Context: an optimization exercise on an open-source flow, tuned for small area, a short achievable clock period and few clock cycles per item. The choices shown serve that exercise and are no tape-out recipe. At most, simulation tests tie the RTL to the original design; equivalence was not proved. Power is estimated from default activity; no workload was simulated.

==> flow/design.v (excerpt) <==
module lcg_step (
    input  wire        clk,
    input  wire        rst,       
    input  wire        start,     
    input  wire [63:0] a,
    input  wire [63:0] c,
    input  wire [63:0] m,         
    input  wire [63:0] s,
    output wire        ready,
    output reg         done,
    output wire [63:0] result
);
    localparam [2:0] IDLE = 3'd0,
                     MUL  = 3'd1,
                     DIV  = 3'd2,
                     FIN1 = 3'd3,
                     FIN2 = 3'd4,
                     SHR  = 3'd5;
    localparam [67:0] NEG4K = 68'haaaaaaaaaaaaaaaa8;    
    reg  [2:0]   state;
    reg  [6:0]   cnt;
    reg          first;
    reg  [6:0]   j;           
    reg  [63:0]  ra;          
    reg  [64:0]  rm;          
    reg  [67:0]  ws, wc;      
    reg  [67:0]  pl;          
    reg          cf;          
    reg  [5:0]   bc;          
    reg  [4:0]   qd;          
    reg          rdy;
    assign ready  = rdy;
    assign result = ws[63:0];
    function [2:0] booth_dec;    
        input [2:0] b;
        booth_dec = {b[2], (b[2] & ~b[1] & ~b[0]) | (~b[2] & b[1] & b[0]), b[1] ^ b[0]};
    endfunction
    function [66:0] booth_pp;    
        input [2:0]  d;
        input [63:0] x;
        reg [65:0] sel;
        begin
            sel = d[0] ? {2'b00, x} : d[1] ? {1'b0, x, 1'b0} : 66'd0;
  ...
Settings: LEC_CHECK=0, CAP_MARGIN=20, CORE_MARGIN=2, CORE_UTILIZATION=40, SLEW_MARGIN=20; clock period 10.0 ns.
standard.sh (not shown) runs the stock make flow with config.mk's settings and CLKGATE_MAP_FILE= SYNTH_SCRIPT=/design/flow/synth_recipe.tcl, a recipe that flattens the netlist after the stock synthesis.
==> flow/flow/run.sh <==
#!/bin/bash
# Standard ORFS layout (the standard.sh: standard synthesis, floorplan,
# place, CTS, route, finish), with repair_timing asked to leave a larger
# setup margin so the achieved period shrinks. Clock, SDC and all other
# settings are the design's.
set -euo pipefail
bash standard.sh SETUP_SLACK_MARGIN=6 finish > standard.log 2>&1
Testbench counts at the start, summed over its fixed seeds: cycles 33,025, steps 512.
Rerun with:
--- a/flow/design.v
+++ b/flow/design.v
@@ -20,20 +20,23 @@
     reg  [2:0]   state;
     reg  [6:0]   cnt;
     reg          first;
     reg  [6:0]   j;           
     reg  [63:0]  ra;          
     reg  [64:0]  rm;          
+    reg  [64:56] rtn;         
     reg  [67:0]  ws, wc;      
     reg  [67:0]  pl;          
     reg          cf;          
     reg  [5:0]   bc;          
     reg  [4:0]   qd;          
+    reg  [4:0]   qdn;         
+    reg          fg;          
     reg          rdy;
     assign ready  = rdy;
-    assign result = ws[63:0];
+    assign result = pl[63:0];
     function [2:0] booth_dec;    
         input [2:0] b;
         booth_dec = {b[2], (b[2] & ~b[1] & ~b[0]) | (~b[2] & b[1] & b[0]), b[1] ^ b[0]};
     endfunction
     function [66:0] booth_pp;    
         input [2:0]  d;
@@ -55,13 +58,15 @@
     wire [66:0] m2s = x2 ^ y2 ^ z2;
     wire [67:0] m2c = {(x2 & y2) | (x2 & z2) | (y2 & z2), bc[5]};
     wire [2:0]  lo2 = m2s[1:0] + m2c[1:0] + lo1[2];
     wire        hi = rm[64];
     wire [67:0] mp = {3'b000, rm};
     wire [67:0] m2 = {2'b00, rm, 1'b0};
-    wire [2:0]  dh = hi ? rm[63:61] : rm[62:60];    
+    wire [64:56] rt = ~rtn;
+    wire        ht = rt[64];
+    wire [2:0]  dh = ht ? rt[63:61] : rt[62:60];    
     function [6:0] add7;
         input [6:0] a, b;
         reg [6:0] p, g, cy;
         reg       tt;
         integer k, l, i;
         begin
@@ -116,16 +121,23 @@
     wire [67:0] dyc = {wc[65:0], 2'b00};
     wire [67:0] dz  = first ? (NEG4K | {65'd0, cf, 2'b00}) :
                       ({68{qd[4]}} & ~m2) | ({68{qd[3]}} & ~mp) |
                       ({68{qd[2]}} &  mp) | ({68{qd[1]}} &  m2);
     wire [67:0] d2s = csa_s(dys, dyc, dz);
     wire [67:0] d2c = csa_c(dys, dyc, dz, ~first & (qd[4] | qd[3]));
-    wire [6:0]  nes = hi ? d2s[65:59] : d2s[64:58];
-    wire [6:0]  nec = hi ? d2c[65:59] : d2c[64:58];
+    wire [67:0] mpt = {3'b000, rt, 56'd0};
+    wire [67:0] m2t = {2'b00, rt, 57'd0};
+    wire [67:0] dzt = first ? (NEG4K | {65'd0, cf, 2'b00}) :
+                      ({68{~qdn[4]}} & ~m2t) | ({68{~qdn[3]}} & ~mpt) |
+                      ({68{~qdn[2]}} &  mpt) | ({68{~qdn[1]}} &  m2t);
+    wire [67:0] t2s = csa_s(dys, dyc, dzt);
+    wire [67:0] t2c = csa_c(dys, dyc, dzt, 1'b0);
+    wire [6:0]  nes = ht ? t2s[65:59] : t2s[64:58];
+    wire [6:0]  nec = ht ? t2c[65:59] : t2c[64:58];
     wire [4:0]  qn  = qsel(add7(nes, nec), dh);
-    wire [67:0] fsum = ws + wc;
+    wire [67:0] fsum = ws + (wc & {68{fg}});
     always @(posedge clk) begin
         if (rst) begin
             state <= IDLE;
             done  <= 1'b0;
             rdy   <= 1'b1;
         end else begin
@@ -154,49 +166,54 @@
                 ws <= {1'b0, m2s[66:2]};
                 wc <= m2c[67:2];
                 pl <= {lo2[1:0], lo1[1:0], pl[67:4]};
             end
             FIN1: begin
                 ws <= fsum;
-                wc <= fsum[67] ? mp : 68'd0;
+                wc <= mp;
                 pl <= {pl[65:0], 2'b00};
             end
             FIN2: begin
-                ws <= fsum;
+                ws <= d2s;
                 wc <= d2c;
-                pl <= {pl[65:0], 2'b00};
+                pl <= fsum;
             end
             SHR: begin
-                ws <= (j >= 7'd8) ? {8'd0, ws[67:8]} : {2'd0, ws[67:2]};
+                ws <= d2s;
                 wc <= d2c;
-                pl <= {pl[65:0], 2'b00};
+                pl <= (j >= 7'd8) ? {8'd0, pl[67:8]} : {2'd0, pl[67:2]};
             end
             default: begin
                 ws <= d2s;
                 wc <= d2c;
                 pl <= {pl[65:0], 2'b00};
             end
         endcase
         qd <= qn;
+        qdn <= ~qn;
+        fg <= (state == FIN1) ? fsum[67] : 1'b1;
         cf <= lo2[2];
         bc <= {booth_dec(pl[7:5]), booth_dec(pl[5:3])};
         case (state)
             IDLE: begin
                 ra    <= a;
                 rm    <= {1'b0, m};
+                rtn   <= ~{1'b0, m[63:56]};
                 cf    <= 1'b0;
                 bc    <= {booth_dec(s[3:1]), booth_dec({s[1:0], 1'b0})};
                 cnt   <= 7'd0;
                 j     <= 7'd0;
             end
             MUL: begin
                 if (rm[64:57] == 8'd0 && j <= 7'd56) begin
                     rm <= {rm[56:0], 8'd0};
+                    rtn <= ~rm[56:48];
                     j  <= j + 7'd8;
                 end else if (rm[64:63] == 2'd0 && j <= 7'd62) begin
                     rm <= {rm[62:0], 2'd0};
+                    rtn <= ~rm[62:54];
                     j  <= j + 7'd2;
                 end
                 if (cnt == 7'd16) begin
                     cnt   <= 7'd0;
                     first <= 1'b1;
                 end else
Result: Power decreases by 13%. Routed wire length decreases by 9.2%. Cell count decreases by 4.7%. Combinational power decreases by 18%. Utilization decreases by 0.48 points.
Only the layout flow was run in the second run of this note; the RTL was not checked for function there.

==> re-timing with driven ports <==
In the flow no input, the clock included, has a driving cell. The finished layouts below were timed again as built, in two steps. Step 1: set_driving_cell puts a clkbuf_16 on clk and a buf_2 on each other input, an assumption about the parent block. Step 2, shift: input delay + t, output delay - t, t = (earliest + latest rising clock arrival at the registers) / 2. This alone moves slack from input paths to output paths. a / b / c = ideal ports / drivers / drivers and shift; a / b = the first two.
run | shift t [ns] | slack for setup (ns) | hold slack, ns | worst register clock-pin slew, ns | worst data-port slew with drivers (ns)
the first run | 0.668 | 6.080 / 6.046 / 6.080 | 0.430 / 0.430 / 0.430 | 0.07 / 0.07 | 0.06
the second run | 0.674 | 6.079 / 6.079 / 6.079 | 0.468 / 0.468 / 0.468 | 0.06 / 0.06 | 0.07
After both steps every run listed still meets setup and hold.
